This is an optimization exercise on Yosys and OpenROAD, whose aim is small area, not a production implementation.
Function was checked by simulation only, so behaviour that the tests miss may differ from the original.
No activity file was given, so power comes from the tool's default toggle rates.

**config.mk**
```make
export PLATFORM = sky130hd
export DESIGN_NAME = ksih
export DESIGN_NICKNAME = ksih
export VERILOG_FILES = /design/flow/design.v
export SDC_FILE = /design/flow/constraint.sdc
export NUM_CORES = 4
export LEC_CHECK = 0
export CAP_MARGIN = 20
export CORE_MARGIN = 2
export CORE_UTILIZATION = 40
export SLEW_MARGIN = 20
```
**constraint.sdc**
```tcl
create_clock -name core_clock -period 10.0 [get_ports {clk}]
set_input_delay 2.0000 -clock core_clock [delete_from_list [all_inputs] [get_ports {clk}]]
set_output_delay 2.0000 -clock core_clock [all_outputs]
set_load 0.01 [all_outputs]
```
**design.v**
```verilog
module ksih_keydec (
    input  wire [7:0] addr,
    output reg  [4:0] data
);
    always @(*) begin
        case (addr)
            8'hE7: data = 5'h00;
            8'h77: data = 5'h01;
            8'h7B: data = 5'h02;
            8'h7D: data = 5'h03;
            8'hB7: data = 5'h04;
            8'hBB: data = 5'h05;
            8'hBD: data = 5'h06;
            8'hD7: data = 5'h07;
            8'hDB: data = 5'h08;
            8'hDD: data = 5'h09;
            8'h7E: data = 5'h0A;
            8'hBE: data = 5'h0B;
            8'hDE: data = 5'h0C;
            8'hEE: data = 5'h0D;
            8'hED: data = 5'h0E;
            8'hEB: data = 5'h0F;
            default: data = 5'h10;
        endcase
    end
endmodule
module ksih (
    input  wire        clk,
    input  wire        rst,           
    output wire [3:0]  col_o,         
    input  wire [3:0]  row_i,         
    output wire [4:0]  out_o,         
    output wire        out_we_o,      
    input  wire        edge_i,        
    output wire        irq_o,         
    input  wire        invoke_i,      
    output wire        ret_o,         
    output wire        busy_o,        
    input  wire        hcmd_valid_i,  
    input  wire [10:0] hcmd_i,        
    output wire [7:0]  hrdata_o       
);
    localparam [2:0] OP_WRCOL = 3'd0, OP_RDCMB = 3'd1, OP_WROUT = 3'd2,
                     OP_ISTAT = 3'd3, OP_IDIS  = 3'd4, OP_ICLR  = 3'd5,
                     OP_IEN   = 3'd6;
    localparam [2:0] S_IDLE = 3'd0, S_DIS = 3'd1, S_CHK = 3'd2, S_COL = 3'd3,
                     S_RD   = 3'd4, S_OUT = 3'd5, S_CLR = 3'd6, S_EN  = 3'd7;
    localparam [7:0] CH_MASK   = 8'h01;
    localparam [4:0] NOKEY_OUT = 5'h10;
    reg [3:0] col_q;
    reg [4:0] out_q;
    reg       outv_q;
    reg       ier_q;
    reg       isr_q;
    reg [2:0] hs_q;
    reg [1:0] k_q;
    reg [3:0] p_q;
    reg [4:0] res_q;
    reg [7:0] hrdata_q;
    reg       out_we_q;
    reg       ret_q;
    reg  [10:0] seq_cmd;
    wire [4:0]  out_word = res_q[4] ? NOKEY_OUT : res_q;
    always @(*) begin
        case (hs_q)
            S_DIS:   seq_cmd = {OP_IDIS,  CH_MASK};
            S_CHK:   seq_cmd = {OP_ISTAT, 8'h00};
            S_COL:   seq_cmd = {OP_WRCOL, 4'h0, p_q};
            S_RD:    seq_cmd = {OP_RDCMB, 8'h00};
            S_OUT:   seq_cmd = {OP_WROUT, 3'b000, out_word};
            S_CLR:   seq_cmd = {OP_ICLR,  CH_MASK};
            S_EN:    seq_cmd = {OP_IEN,   CH_MASK};
            default: seq_cmd = 11'h000;
        endcase
    end
    wire        seq_valid  = (hs_q != S_IDLE);
    wire        host_valid = (hs_q == S_IDLE) && hcmd_valid_i && !invoke_i;
    wire        cmd_valid  = seq_valid || host_valid;
    wire [10:0] cmd        = seq_valid ? seq_cmd : hcmd_i;
    wire [2:0]  op         = cmd[10:8];
    wire [7:0]  arg        = cmd[7:0];
    reg [7:0] rd_data;
    always @(*) begin
        case (op)
            OP_RDCMB: rd_data = {row_i, col_q};
            OP_ISTAT: rd_data = {7'b0, isr_q};
            default:  rd_data = 8'h00;
        endcase
    end
    wire [4:0] dec;
    ksih_keydec u_keydec (
        .addr ({rd_data[7:4], p_q}),
        .data (dec)
    );
    wire [3:0] p_rot = {p_q[2:0], p_q[3]};
    always @(posedge clk) begin
        if (rst) begin
            col_q    <= 4'b1111;
            outv_q   <= 1'b0;
            ier_q    <= 1'b0;
            isr_q    <= 1'b0;
            hrdata_q <= 8'h00;
            out_we_q <= 1'b0;
        end else begin
            out_we_q <= 1'b0;
            if (cmd_valid) begin
                case (op)
                    OP_WRCOL: col_q <= arg[3:0];
                    OP_WROUT: begin
                        out_q    <= arg[4:0];
                        outv_q   <= 1'b1;
                        out_we_q <= 1'b1;
                    end
                    OP_IDIS:  ier_q <= ier_q & ~arg[0];
                    OP_IEN:   ier_q <= ier_q | arg[0];
                    default:  ;
                endcase
            end
            if (cmd_valid && op == OP_ICLR)
                isr_q <= (isr_q & ~arg[0]) | edge_i;
            else
                isr_q <= isr_q | edge_i;
            if (host_valid && (op == OP_RDCMB || op == OP_ISTAT))
                hrdata_q <= rd_data;
        end
    end
    always @(posedge clk) begin
        if (rst) begin
            hs_q  <= S_IDLE;
            k_q   <= 2'd0;
            p_q   <= 4'b1110;
            res_q <= 5'h10;
            ret_q <= 1'b0;
        end else begin
            ret_q <= 1'b0;
            case (hs_q)
                S_IDLE: if (invoke_i) hs_q <= S_DIS;
                S_DIS:  hs_q <= S_CHK;
                S_CHK: begin
                    if (rd_data[0]) begin         
                        p_q   <= 4'b1110;
                        k_q   <= 2'd0;
                        res_q <= 5'h10;
                        hs_q  <= S_COL;
                    end else begin                
                        hs_q  <= S_IDLE;
                        ret_q <= 1'b1;
                    end
                end
                S_COL:  hs_q <= S_RD;
                S_RD: begin
                    res_q <= dec;
                    if (!dec[4] || k_q == 2'd3) begin
                        hs_q <= S_OUT;
                    end else begin
                        k_q  <= k_q + 2'd1;
                        p_q  <= p_rot;
                        hs_q <= S_COL;
                    end
                end
                S_OUT:  hs_q <= S_CLR;
                S_CLR:  hs_q <= S_EN;
                S_EN: begin
                    hs_q  <= S_IDLE;
                    ret_q <= 1'b1;
                end
                default: hs_q <= S_IDLE;
            endcase
        end
    end
    assign col_o    = col_q;
    assign out_o    = out_q;
    assign out_we_o = out_we_q;
    assign irq_o    = ier_q & isr_q;
    assign ret_o    = ret_q;
    assign busy_o   = (hs_q != S_IDLE);
    assign hrdata_o = hrdata_q;
endmodule
```
**run.sh**
```bash
#!/bin/bash
# synth_recipe.tcl (not shown) runs the flow's synth.tcl, then flattens the netlist and writes it again
# the make line also repeats each setting of config.mk as NAME=value (left out here)
make -C /OpenROAD-flow-scripts/flow DESIGN_CONFIG=/design/flow/config.mk WORK_HOME=/design/flow/orfs CLKGATE_MAP_FILE= SYNTH_SCRIPT=/design/flow/synth_recipe.tcl finish
```
==> run notes <==
==> sequential cells by signal, summed over array words and instances (netlist names), named ones only <==
register / count
col_q: 4
hrdata_q: 8
hs_q: 3
isr_q: 1
k_q: 2
out_q: 5
out_we_q: 1
p_q: 4
res_q: 5
ret_q: 1
==> stage by stage <==
step | power [mW] | hold slack, ps | setup WS [ps] | instance area (sq um)
2_1_floorplan | 0.180 | 436 | 6310 | 1980
3_3_place_gp | 0.197 | 453 | 5450 | 2370
3_5_place_dp | 0.197 | 453 | 5430 | 2370
4_1_cts | 0.325 | 463 | 5730 | 2480
5_1_grt | 0.335 | 512 | 5540 | 2480
6_report | 0.322 | 462 | 5710 | 2480
==> area by class of cell <==
cell class              instances  area (sq um)  share of cell area (%)
clock buffers                   5          68.8                    2.77
flip-flops and latches         35           751                    30.3
multi-input cells             181          1110                    44.9
well taps                      67          83.8                    3.38
clock inverters                 3          43.8                    1.77
repair buffers                 39           385                    15.5
inverters                       9          33.8                    1.36
==> path summary, 6_finish.rpt <==
path | from | end | slack [ps] | cells after the start
min | res_q[1] | res_q[1] | 460 | 2
min reg2reg | res_q[1] | res_q[1] | 460 | 2
max reg2reg | p_q[0] | p_q[0] | 7550 | 6
max | row_i[0] | p_q[0] | 5710 | 7
==> kinds of logic after synthesis <==
group | count (synthesis)
mux | 5
buf+inv | 27
xor+xnor | 6
compound gates | 63
flops | 35
fa+ha+maj | 1
simple gates | 106
==> layout by cell type, fill, tap and decap left out, types with 4 or more instances in the layout <==
cell type | Yosys | routed
clkbuf_8 | 0 | 5
dfxtp_1 | 30 | 30
a22oi_1 | 14 | 14
nor2_1 | 27 | 27
nor4b_1 | 4 | 4
edfxtp_1 | 5 | 5
a21oi_1 | 14 | 14
o21ai_0 | 7 | 7
inv_1 | 8 | 8
clkdlybuf4s50_1 | 0 | 37
nand2b_1 | 4 | 4
mux2i_1 | 5 | 5
xnor2_1 | 4 | 4
nand3_1 | 5 | 5
a211oi_1 | 4 | 4
nor2b_1 | 6 | 6
nor3_1 | 10 | 10
nand2_1 | 27 | 27
==> per-layer routing <==
metal	wire, um	global-route usage, %	vias up
li1	-	-	946
met1	2500	27.6	867
met2	2390	31.0	48
met3	232	4.07	7
met4	46	4.76	0
met5	0	0	-
==> power breakdown <==
part           internal (mW)  switching, mW
clock network         0.0742         0.0529
logic                 0.0200         0.0240
registers              0.146        0.00466
==> worst reg2reg max path, delay by kind of cell, from the launching register on <==
kind,cells,cell delay (ps)
compound gates,4,1070
xor+xnor,1,210
flops,1,660
simple gates,1,400
==> metrics.md <==
| Metric | Value |
|---|---|
| First-pass iteration count of the detailed router | 4 |
| Crit path kind | in2reg |
| TNS Setup | 0 ps |
| Post-synthesis cell area | 1980 sq um |
| Final Hold Viols | 0 |
| Leading area contributor after synthesis | dfxtp_1 |
| Slowest CP cell | clkdlybuf4s50_1 |
| Largest net degree at the start of global routing | 30 |
| Compound-Gate Fraction of Synth Area | 22.5% |
| Initial antenna violation count | 0 |
| RSZ-0062 raised after global routing | no |
| Status | no timing/DRC/antenna violations |
| Total clock sinks | 35 |
| Post-CTS setup buffers | 0 |
| EDFF count, synth | 5 |
| Die Y | 74.4 um |
| Fmax | 233 MHz |
| Most frequent cell after synthesis | dfxtp_1 |
| Vias in the first global route | 1698 |
| GRT overflow | 0 |
| Layout net count | 292 |
| GPL Wtd Cong | 0.881 |
| Detail Route Antenna Nets | 0 |
| Worst Path Buf+Inv | 1 |
| Die Area | 5530 sq um |
| Max Cap Violations | 0 |
| Least-Margin Pin Slew | 614 ps |
| Mux cell area share after synthesis | 2.53% |
| Routed vias | 1868 |
| Startpoint types | input port |
| First-pass GRT wire length | 8310 um |
| Final period util | 42.9% |
| Area grow syn2layout | 25.1% |
| Vias per cell | 5.51 |
| CTS tree | done |
| Arr. time, crit path | 4470 ps |
| Synth area leaders | dfxtp_1 30%, edfxtp_1 7.6%, a22oi_1 5.3% |
| Synthesis Warnings | 2 |
| WP data required | 10180 ps |
| Share of layout cells above drive strength 1 | 5.51% |
| Synth Area in Adders | 0.631% |
| Final min period | 4290 ps |
| Site row count | 25 |
| CP max FO | 15 |
| Pwr Density | 130 nW/um^2 |
| Cell count after synthesis | 243 |
| Post-synth top cells | 30 x dfxtp_1, 27 x nand2_1, 27 x nor2_1, 14 x a21oi_1, 14 x a22oi_1 |
| Asr flop ratio synth | 0% |
| Max IR drop VDD | 0.0784 mV |
| Yosys cell types | 48 |
| Clk slew on worst S/H paths | 70 ps |
| Final core utilization | 52.2% |
| CTS resizes | 0 |
| Initial core utilization | 41.7% |
| Main flop type after synthesis | dfxtp_1 |
| Final setup fails | 0 |
| Main combinational cell family by area after synthesis | simple AND/OR/NAND/NOR gates |
| Longest Clk Path Bufs | 2 |
| Cts hold-fix bufs | 0 |
| Total placed cells including tap cells | 331 |
| Core Footprint | 4750 sq um |
| H-tree Lvls | 2 |
| Initial detailed-routing violation count | 87 |
| Syn avg cell area | 8.16 sq um |
| Horiz. Die Dim | 74.4 um |
| Leakage | 0.906 nW |
| Simple-gate share of the synthesized area | 27.9% |
| Slowest stage delay, CP | 700 ps |
| Total Wirelength | 5170 um |
| Min-delay worst type | reg2reg |
| Latest clock arrival within the worst-skew pair | 290 ps |
| Final Skew | 4.78 ps |
| # diodes | 0 |
| Root buffer cell | clkbuf_8 |
| XOR/XNOR Fraction of Synth Area | 2.65% |
| CP cell instances | clkdlybuf4s50_1 > xnor2_1 > nand3b_1 > a211oi_1 > or3_4 > o31a_1 > a32o_1 |
| Synth Register Bits | 35 |
| Non-Filler Instances | 339 |
| Part of the Yosys area used for sequential elements | 37.9% |
| Synth top area share | 30.3% |
| Port buffer count | 37 |
| Cell family with most CP delay | compound AO/OA/AOI/OAI gates |
| Wirelength per Cell | 15.2 um |
| Relative max-transition margin | 59.0% |
| Post-Syn Nets | 264 |
| Dpl hpwl | 3720 um |
| CTS buffer count | 5 |
| Top Ports | 41 |
| Slew Limit Fails | 0 |
| Gr usage total | 19.6% |
| # DRC | 0 |
| Layout filler cell count | 488 |
| Crit end category | flop |

==> what the ideal ports hide <==
The results above use ideal ports. As a check the final layout listed here was re-extracted and re-timed, cells and wires unchanged.
Step 1, drivers: a clkbuf_16 drives clk and a buf_2 each remaining input, both assumed.
Step 2 adds t to the input delays and takes it off the output delays; t is the mean of the earliest and latest rising clock arrival at the registers after step 1. Input paths then give back, and output paths get back, about the clock's delay inside the block.
Slacks: ideal ports / drivers / drivers and shift; pairs: ideal ports / drivers.
t (ns): 0.309
setup WS [ns]: 5.711 / 5.714 / 5.405
worst setup path at the end: input to register
worst register clock-pin slew, ns: 0.07 / 0.07
cell pins on the clock port's net: 1
After both steps this run still meets setup and hold. The setup slack of this run moves by +0.003 ns with the drivers and by -0.306 ns with both steps.
